This design comes from an exercise in tuning for small area on the open sky130 flow, not from production work. Only simulation tests tie the RTL to the original design; equivalence was not proved. The clock cells of this run come from the design's own scripts or RTL, not from TritonCTS. The clock input has no modelled driver; a real chip could not lean on it and would need a root buffer or a full tree. Power and IR drop assume default switching activity.

==> flow/design.v <==
module ql_sampler (
    input  wire        clk,
    input  wire        rst,           
    input  wire        trig_in,
    input  wire        sample_valid,
    input  wire [15:0] sample_raw,    
    input  wire        tu_tick,
    input  wire        tx_tick,
    output wire [7:0]  bus_out,
    output wire        fault_out,
    output wire        ready
);
    localparam signed [15:0] BOUND = 16'sd15000;
    reg  [1:0] ph;
    reg        c;
    reg  [4:0] level;
    reg  [4:0] frame_lo;
    wire armed = ph[1] | ph[0];
    wire cool  = armed & c;
    wire signed [15:0] r        = sample_raw;
    wire               in_range = (r >= -BOUND) && (r <= BOUND);
    wire        [4:0]  q        = {~sample_raw[14], sample_raw[13:10]};
    wire do_validate = sample_valid && armed && !c;
    wire do_tx       = tx_tick && armed;
    always @(posedge clk) begin
        if (rst) begin
            ph       <= 2'b00;
            c        <= 1'b0;
            level    <= 5'd0;
            frame_lo <= 5'd0;
        end else begin
            if (!armed) begin
                c  <= trig_in;
                ph <= {1'b0, c && !trig_in};
            end else begin
                if (tx_tick)
                    ph <= {1'b1, ph == 2'b10};
                if (c)
                    c <= !tu_tick;
                else
                    c <= sample_valid && !in_range;
            end
            if (do_validate && in_range)
                level <= q;
            if (do_tx)
                frame_lo <= level;
        end
    end
    assign bus_out   = {ph[1] & ph[0], 2'b00, frame_lo};
    assign fault_out = cool;
    assign ready     = armed && !c;
endmodule
module ql_receiver (
    input  wire       clk,
    input  wire       rst,            
    input  wire       cap_in,
    input  wire       frt_tick,
    input  wire [7:0] bus_in,
    output wire [7:0] duty_a_out,
    output wire [7:0] duty_b_out,
    output wire       alert_out
);
    localparam [14:0] DET_MASK = 15'h7aef;
    localparam [14:0] DET_VAL  = 15'h3da6 & 15'h7aef;
    reg [14:0] lfsr;
    reg        alert;
    reg        cap_prev_n;     
    reg        cap_pend;
    reg [4:0]  duty;
    reg [4:0] duty_new;
    always @(*) begin
        case (bus_in[4:0])
            5'd0: duty_new = 5'd4;
            5'd1: duty_new = 5'd4;
            5'd2: duty_new = 5'd5;
            5'd3: duty_new = 5'd5;
            5'd4: duty_new = 5'd6;
            5'd5: duty_new = 5'd7;
            5'd6: duty_new = 5'd7;
            5'd7: duty_new = 5'd8;
            5'd8: duty_new = 5'd9;
            5'd9: duty_new = 5'd9;
            5'd10: duty_new = 5'd10;
            5'd11: duty_new = 5'd10;
            5'd12: duty_new = 5'd11;
            5'd13: duty_new = 5'd12;
            5'd14: duty_new = 5'd12;
            5'd15: duty_new = 5'd13;
            5'd16: duty_new = 5'd14;
            5'd17: duty_new = 5'd14;
            5'd18: duty_new = 5'd15;
            5'd19: duty_new = 5'd15;
            5'd20: duty_new = 5'd16;
            5'd21: duty_new = 5'd17;
            5'd22: duty_new = 5'd17;
            5'd23: duty_new = 5'd18;
            5'd24: duty_new = 5'd19;
            5'd25: duty_new = 5'd19;
            5'd26: duty_new = 5'd20;
            5'd27: duty_new = 5'd20;
            5'd28: duty_new = 5'd21;
            5'd29: duty_new = 5'd22;
            5'd30: duty_new = 5'd22;
            5'd31: duty_new = 5'd23;
            default: duty_new = 5'd0;
        endcase
    end
    wire [14:0] lfsr_next = {lfsr[13:0], ~(lfsr[14] ^ lfsr[3])};
    wire        expired   = (lfsr & DET_MASK) == DET_VAL;
    always @(posedge clk) begin
        if (rst) begin
            lfsr     <= 15'd0;
            alert    <= 1'b0;
            cap_prev_n <= 1'b0;
            cap_pend <= 1'b0;
            duty     <= 5'd0;
        end else begin
            cap_prev_n <= !cap_in;
            cap_pend <= cap_prev_n && cap_in;
            if (cap_prev_n && cap_in)
                lfsr <= 15'd0;
            else if (frt_tick)
                lfsr <= lfsr_next;
            if (cap_pend) begin
                alert <= 1'b0;
                duty  <= duty_new;
            end else if (expired) begin
                alert <= 1'b1;
            end
        end
    end
    assign duty_a_out = {3'b000, duty};
    assign duty_b_out = {3'b000, duty};
    assign alert_out  = alert;
endmodule
module quantizer_link (
    input  wire        clk,
    input  wire        rst_s,
    input  wire        trig_in,
    input  wire        sample_valid,
    input  wire [15:0] sample_raw,
    input  wire        tu_tick,
    input  wire        tx_tick,
    output wire [7:0]  bus_out,
    output wire        fault_out,
    output wire        ready,
    input  wire        rst_r,
    input  wire        cap_in,
    input  wire        frt_tick,
    input  wire [7:0]  bus_in,
    output wire [7:0]  duty_a_out,
    output wire [7:0]  duty_b_out,
    output wire        alert_out
);
    ql_sampler u_su (
        .clk          (clk),
        .rst          (rst_s),
        .trig_in      (trig_in),
        .sample_valid (sample_valid),
        .sample_raw   (sample_raw),
        .tu_tick      (tu_tick),
        .tx_tick      (tx_tick),
        .bus_out      (bus_out),
        .fault_out    (fault_out),
        .ready        (ready)
    );
    ql_receiver u_ru (
        .clk        (clk),
        .rst        (rst_r),
        .cap_in     (cap_in),
        .frt_tick   (frt_tick),
        .bus_in     (bus_in),
        .duty_a_out (duty_a_out),
        .duty_b_out (duty_b_out),
        .alert_out  (alert_out)
    );
endmodule
==> flow/flow/run.sh <==
#!/bin/bash
# Own layout flow: the standard ORFS flow, with
#  - an area-oriented ABC mapping script in synthesis, without the adder-cell step
#    (registers unchanged),
#  - the smallest buffer (buf_1) on every input and output port,
#  - one tie cell shared by the constant outputs,
set -euo pipefail
W=$(pwd)
rm -rf "$W/scripts_c"
cp -r "$FLOW_HOME/scripts" "$W/scripts_c"
cp "$W/flow/abc_area.script" "$W/scripts_c/abc_speed.script"
sed -i 's|^log_cmd clock_tree_synthesis .*|source $::env(MANUAL_CTS_TCL); manual_cts $::env(MANUAL_CTS_TARGET) $::env(MANUAL_CTS_CHOICES)|' "$W/scripts_c/cts.tcl"
grep -q manual_cts "$W/scripts_c/cts.tcl"
export SCRIPTS_DIR="$W/scripts_c"
export MANUAL_CTS_TCL="$W/flow/manual_cts.tcl"
B=sky130_fd_sc_hd_
export MANUAL_CTS_TARGET=0.112
export MANUAL_CTS_CHOICES="{${B}_buf_4 ${B}_buf_4 ${B}_buf_4} {${B}_buf_6 ${B}_buf_6} {${B}_buf_4 ${B}_buf_4 ${B}_buf_4 ${B}_buf_4} {${B}_clkbuf_8 ${B}_clkbuf_8} {${B}_buf_8 ${B}_buf_8} {${B}_buf_6 ${B}_buf_6 ${B}_buf_6}"
export BUFFER_PORTS_ARGS="-buffer_cell sky130_fd_sc_hd__buf_1"
export SKIP_REPAIR_TIE_FANOUT=1
export ADDER_MAP_FILE=
bash standard.sh > "$W/standard.log" 2>&1
==> flow/flow/abc_area.script <==
strash
&get -n
&fraig -x
&put
dc2
strash
&get -n
&deepsyn -T 20
&put
strash
&get -n
&dch -f
&nf -a -R 1000
&put
mfs2
strash
&get -n
&dch -f
&nf -a -R 1000
&put
topo
dnsize -c
==> flow/flow/manual_cts.tcl <==

proc mcts_sinks { clknet } {
  set sinks {}
  foreach it [$clknet getITerms] {
    set bb [[$it getInst] getBBox]
    lappend sinks [list [expr {([$bb xMin] + [$bb xMax]) / 2.0}] [expr {([$bb yMin] + [$bb yMax]) / 2.0}] $it]
  }
  return $sinks
}

# Capacitated k-means: returns each sink's group. caps: the most sinks each group may take.
proc mcts_group { sinks cx cy caps } {
  set k [llength $cx]
  set grp {}
  for {set iter 0} {$iter < 30} {incr iter} {
    set pairs {}
    set i 0
    foreach s $sinks {
      for {set g 0} {$g < $k} {incr g} {
        lappend pairs [list [expr {abs([lindex $s 0] - [lindex $cx $g]) + abs([lindex $s 1] - [lindex $cy $g])}] $i $g]
      }
      incr i
    }
    set pairs [lsort -real -index 0 $pairs]
    set grp [lrepeat [llength $sinks] -1]
    set left $caps
    foreach p $pairs {
      lassign $p d i g
      if {[lindex $grp $i] >= 0 || [lindex $left $g] <= 0} { continue }
      lset grp $i $g
      lset left $g [expr {[lindex $left $g] - 1}]
    }
    for {set g 0} {$g < $k} {incr g} {
      set sx 0; set sy 0; set m 0
      foreach s $sinks q $grp { if {$q == $g} { set sx [expr {$sx + [lindex $s 0]}]; set sy [expr {$sy + [lindex $s 1]}]; incr m } }
      if {$m > 0} { lset cx $g [expr {$sx / $m}]; lset cy $g [expr {$sy / $m}] }
    }
  }
  return [list $grp $cx $cy]
}

# Build the tree for one grouping; returns the buffers it made.
proc mcts_build { cells sinks grp cx cy } {
  set db [ord::get_db]
  set block [ord::get_db_block]
  set clknet [$block findNet clk]
  set made {}
  set g 0
  foreach cell $cells {
    set inst [odb::dbInst_create $block [$db findMaster $cell] clkbuf_$g\_clk]
    set net [odb::dbNet_create $block clknet_$g\_clk]
    $net setSigType CLOCK
    foreach s $sinks q $grp {
      if {$q != $g} { continue }
      set it [lindex $s 2]
      $it disconnect
      $it connect $net
    }
    [$inst findITerm A] connect $clknet
    [$inst findITerm X] connect $net
    $inst setLocation [expr {int([lindex $cx $g])}] [expr {int([lindex $cy $g])}]
    $inst setPlacementStatus PLACED
    lappend made $inst
    incr g
  }
  return $made
}

# Undo mcts_build.
proc mcts_remove { made } {
  set block [ord::get_db_block]
  set clknet [$block findNet clk]
  foreach inst $made {
    set net [[$inst findITerm X] getNet]
    foreach it [$net getITerms] {
      if {[$it getInst] eq $inst} { continue }
      $it disconnect
      $it connect $clknet
    }
    odb::dbInst_destroy $inst
    odb::dbNet_destroy $net
  }
}

proc mcts_worst_slew { } {
  estimate_parasitics -placement
  set m 0
  foreach p [get_pins -hier */CLK] {
    set s [get_property $p slew_max]
    if {$s > $m} { set m $s }
  }
  return $m
}

# The buffer cell's weight: its drive, taken from the number at the end of its name.
proc mcts_weight { cell } {
  regexp {_(\d+)$} $cell -> w
  return $w
}

# Groupings to try for a choice: starts from strips across x, across y, and a few pseudo-random
# picks of sinks (a fixed seed, so the flow repeats itself).
proc mcts_groupings { sinks cells } {
  set k [llength $cells]
  set n [llength $sinks]
  set wsum 0
  foreach c $cells { incr wsum [mcts_weight $c] }
  set caps {}
  foreach c $cells { lappend caps [expr {int(ceil(double($n) * [mcts_weight $c] / $wsum)) + 1}] }
  set starts {}
  foreach axis {0 1} {
    set sorted [lsort -real -index $axis $sinks]
    set cx {}; set cy {}
    for {set g 0} {$g < $k} {incr g} {
      set s [lindex $sorted [expr {(2 * $g + 1) * $n / (2 * $k)}]]
      lappend cx [lindex $s 0]; lappend cy [lindex $s 1]
    }
    lappend starts [list $cx $cy]
  }
  expr {srand(12345)}
  for {set t 0} {$t < 6} {incr t} {
    set cx {}; set cy {}
    for {set g 0} {$g < $k} {incr g} {
      set s [lindex $sinks [expr {int(rand() * $n)}]]
      lappend cx [lindex $s 0]; lappend cy [lindex $s 1]
    }
    lappend starts [list $cx $cy]
  }
  set out {}
  foreach st $starts {
    lappend out [mcts_group $sinks [lindex $st 0] [lindex $st 1] $caps]
  }
  return $out
}

proc manual_cts { target choices } {
  set_propagated_clock [all_clocks]
  set block [ord::get_db_block]
  set sinks [mcts_sinks [$block findNet clk]]
  set last [lindex $choices end]
  foreach cells $choices {
    set best {}
    set bests 1e9
    foreach gr [mcts_groupings $sinks $cells] {
      lassign $gr grp cx cy
      set made [mcts_build $cells $sinks $grp $cx $cy]
      set s [mcts_worst_slew]
      mcts_remove $made
      if {$s < $bests} { set bests $s; set best $gr }
    }
    puts "manual_cts: [join $cells ,]: best estimated worst clock-pin slew $bests"
    if {$bests <= $target || $cells eq $last} {
      lassign $best grp cx cy
      mcts_build $cells $sinks $grp $cx $cy
      puts "manual_cts: keeping [join $cells ,] (estimated worst clock-pin slew [mcts_worst_slew])"
      return
    }
  }
}
==> flow/standard.sh <==
#!/bin/bash
# synth_recipe.tcl (not shown) runs the flow's synth.tcl, then flattens the netlist and writes it again
# the make line also repeats each setting of config.mk as NAME=value (left out here)
make -C /OpenROAD-flow-scripts/flow DESIGN_CONFIG=/design/flow/config.mk WORK_HOME=/design/flow/orfs CLKGATE_MAP_FILE= SYNTH_SCRIPT=/design/flow/synth_recipe.tcl "${@:-finish}"
==> flow/config.mk <==
export PLATFORM = sky130hd
export DESIGN_NAME = quantizer_link
export DESIGN_NICKNAME = quantizer_link
export VERILOG_FILES = /design/flow/design.v
export SDC_FILE = /design/flow/constraint.sdc
export NUM_CORES = 4
export LEC_CHECK = 0
export CAP_MARGIN = 20
export CORE_AREA = 2 2 60 60
export DIE_AREA = 0 0 62 62
export PLACE_DENSITY = 0.8
export SLEW_MARGIN = 20
==> flow/constraint.sdc <==
create_clock -name core_clock -period 5.0 [get_ports {clk}]
set_input_delay 1.0000 -clock core_clock [delete_from_list [all_inputs] [get_ports {clk}]]
set_output_delay 1.0000 -clock core_clock [all_outputs]
set_load 0.01 [all_outputs]
==> run summary <==
==> worst max-delay path, stage by stage <==
cell and delay (ns):
buf_1 0.07, o311a_1 0.34, o31a_1 0.24, o21ai_0 0.14, a21oi_1 0.08, nor3_1 0.13
a31oi_1 0.08, nor3_1 0.50, nor2_1 0.20, a22o_1 0.23
==> flip-flops by register name, summed over array words and instances, names as in the netlist <==
| name | count |
|---|---|
| u_su.c | 1 |
| u_ru.lfsr | 15 |
| u_ru.cap_pend | 1 |
| u_ru.cap_prev_n | 1 |
| u_su.frame_lo | 5 |
| u_su.level | 5 |
| u_ru.alert | 1 |
| u_ru.duty | 5 |
| u_su.ph | 2 |
==> cells in the final DEF (no fill, tap or decap), types with 2 or more instances in the layout <==
cell,instances
nor2_1,15
buf_1,48
dfxtp_1,36
buf_4,3
xor2_1,3
o21ai_0,8
nor3_1,5
and2_0,3
nor2b_1,2
a21oi_1,7
nand2_1,9
nand3_1,3
clkinv_1,3
nand2b_1,2
a22o_1,25
==> logic make-up (layout without fill, tap and decap cells) <==
kind of cell / after synthesis / in the layout / share of synthesized area [%]
AO/OA/AOI/OAI: 48 / 48 / 25.2
AND/OR/NAND/NOR: 42 / 42 / 13.7
flip-flops: 36 / 36 / 50.7
buffers and inverters: 16 / 54 / 7.65
XOR/XNOR: 4 / 4 / 2.46
other: 1 / 1 / 0.264
==> metal layers <==
| metal | vias to the layer above | track usage, % | part of all wire, % |
|---|---|---|---|
| li1 | 600 | - | - |
| met1 | 541 | 18.8 | 47 |
| met2 | 27 | 24.9 | 48 |
| met3 | 3 | 1.45 | 3.9 |
| met4 | 0 | 2.74 | 0.88 |
| met5 | - | 0 | 0 |
==> per-stage QoR <==
step | power [mW] | util [%] | hold WS, ns | area, µm² | instances
global route | 0.464 | 48.3 | 0.462 | 1590 | 231
CTS | 0.446 | 48.3 | 0.443 | 1590 | 231
detailed placement | 0.351 | 47.6 | 0.426 | 1560 | 228
floorplan | 0.336 | - | 0.417 | 1420 | 147
finish | 0.443 | 48.3 | 0.442 | 1590 | 231
global placement | 0.349 | 47.6 | 0.426 | 1560 | 228
==> area by class of cell <==
cell class | instances | area share (%)
buffer | 3 | 1.42
inverter | 3 | 0.710
multi-input combinational | 95 | 37.4
sequential | 36 | 45.5
tap | 46 | 3.63
timing repair buffer | 48 | 11.4
==> where the power goes <==
part | switching (mW) | internal (mW) | leakage (nW)
combinational | 0.0292 | 0.0180 | 0.254
clock | 0.0673 | 0.0317 | 0.0144
sequential | 0.00442 | 0.292 | 0.291
total | 0.101 | 0.342 | 0.560
==> path summary, 6_finish.rpt <==
path | cells past startpoint | from | end | slack [ns]
setup / recovery | 10 | sample_raw[0] | u_su.level[2] | 2.03
hold / removal | 2 | u_ru.cap_prev_n | u_ru.cap_pend | 0.44
setup reg to reg | 6 | u_su.ph[0] | u_su.level[2] | 3.29
hold reg to reg | 2 | u_ru.cap_prev_n | u_ru.cap_pend | 0.44
==> flow_metrics.env <==
export IMPL_dr_pass1_iters=4
export IMPL_yosys_area_top_type="dfxtp_1"
export IMPL_die_area_um2=3840
export IMPL_min_period_ns=2.97
export IMPL_n_antenna_cell=0
export IMPL_clk_pin_slew_ns=0.11
export IMPL_grt_overflow=0
export IMPL_worstSetupPathType="in2reg"
export IMPL_drt_initial_drc_count=18
export IMPL_num_rows=21
export IMPL_start_kind="primary input"
export IMPL_finClkSkew_ns=0.0105
export IMPL_rsz0062_at_grt="no"
export IMPL_dp_slack_ns=1.87
export IMPL_syn_inst=147
export IMPL_area_growth_pct=11.4
export IMPL_ys_ff_latch=36
export IMPL_worst_setup_path_end_kind="register"
export IMPL_async_flop_share_pct=0
export IMPL_gp_congestion=0.737
export IMPL_worst_slack_ns=2.03
export IMPL_cts_setup_buffers=0
export IMPL_seqCellArea_um2=721
export IMPL_grt_pass1_vias=1008
export IMPL_synth_area_leaders="dfxtp_1 (51%), a22o_1 (15%), buf_4 (6.9%), nor2_1 (4.0%), o21ai_0 (2.8%)"
export IMPL_synth_fp_nets=180
export IMPL_layout_drive_gt1_share_pct=1.62
export IMPL_synth_cell_types=27
export IMPL_syn_cell_area_um2=1420
export IMPL_max_freq_mhz=337
export IMPL_grt_max_degree=16
export IMPL_max_cap_viol_count=0
export IMPL_avgViaCountPerCell=5.07
export IMPL_coreArea_um2=3280
export IMPL_yosysMostFrequentCell="dfxtp_1"
export IMPL_hold_viol_final=0
export IMPL_drc=0
export IMPL_antenna_found_initial=0
export IMPL_wl_per_cell_um=11.3
export IMPL_holdBufCountCts=0
export IMPL_ys_seq_area_share_pct=50.7
export IMPL_grt_usage_pct=14.1
export IMPL_cts_resized=0
export IMPL_yosysWarnings=2
export IMPL_drt_wl_total_um=2620
export IMPL_die_y_um=62
export IMPL_portBuffers=48
export IMPL_slew_violations=0
export IMPL_die_w_um=62
export IMPL_hold_path_class="reg2reg"
export IMPL_synth_edf_count=0
export IMPL_crit_required_ns=5.05
export IMPL_tightestPinTransition_ns=0.909
export IMPL_outcome="complete, no violations"
export IMPL_ys_flop_type="dfxtp_1"
export IMPL_fin_nets=220
export IMPL_clkLatencyLatePin_ns=0.15
export IMPL_postSynthAreaPerCell_um2=9.68
export IMPL_leakagePower_nw=0.560
export IMPL_synth_top_cell_area_share_pct=50.7
export IMPL_grt_pass1_wl_um=4350
export IMPL_multi_input_area_um2=593
export IMPL_synth_common_cells="dfxtp_1 (36), a22o_1 (25), nor2_1 (15)"
export IMPL_tns_ns=0
export IMPL_p_per_area_nw_per_um2=279
export IMPL_worst_ep_arrival_time_ns=3.02
export IMPL_irDropWorstVdd_v=0.000156
export IMPL_period_share_pct=59.4
export IMPL_initial_core_util_pct=43.3
export IMPL_cp_max_fo=5
export IMPL_num_io_pins=60
export IMPL_slew_headroom_pct=39.2
export IMPL_setup_violations=0
export IMPL_n_fill_cell=317
export IMPL_antenna_left=0
export IMPL_via_count=1171
export IMPL_dpl_hpwl_um=2030

==> static timing again, ports no longer ideal <==
In the flow no input, the clock included, has a driving cell. The finished layout below was timed again as built, in two steps. Step 1: set_driving_cell puts a clkbuf_16 on clk and a buf_2 on each other input, an assumption about the parent block. Step 2 also shifts input and output timing later by t, the mid clock arrival at the registers, as if the neighbouring blocks saw the same clock. a / b / c = no drivers / after step 1 / after step 2; a / b = the first two.
t, ns: 0.177
setup WS [ns]: 2.029 / 2.042 / 1.865
worst hold slack (ns): 0.442 / 0.442 / 0.442
worst data-port slew with drivers (ns): 0.04
After both steps this run still meets setup and hold. For this run, drivers alone change the setup slack by +0.013 ns; drivers and shift together by -0.164 ns.
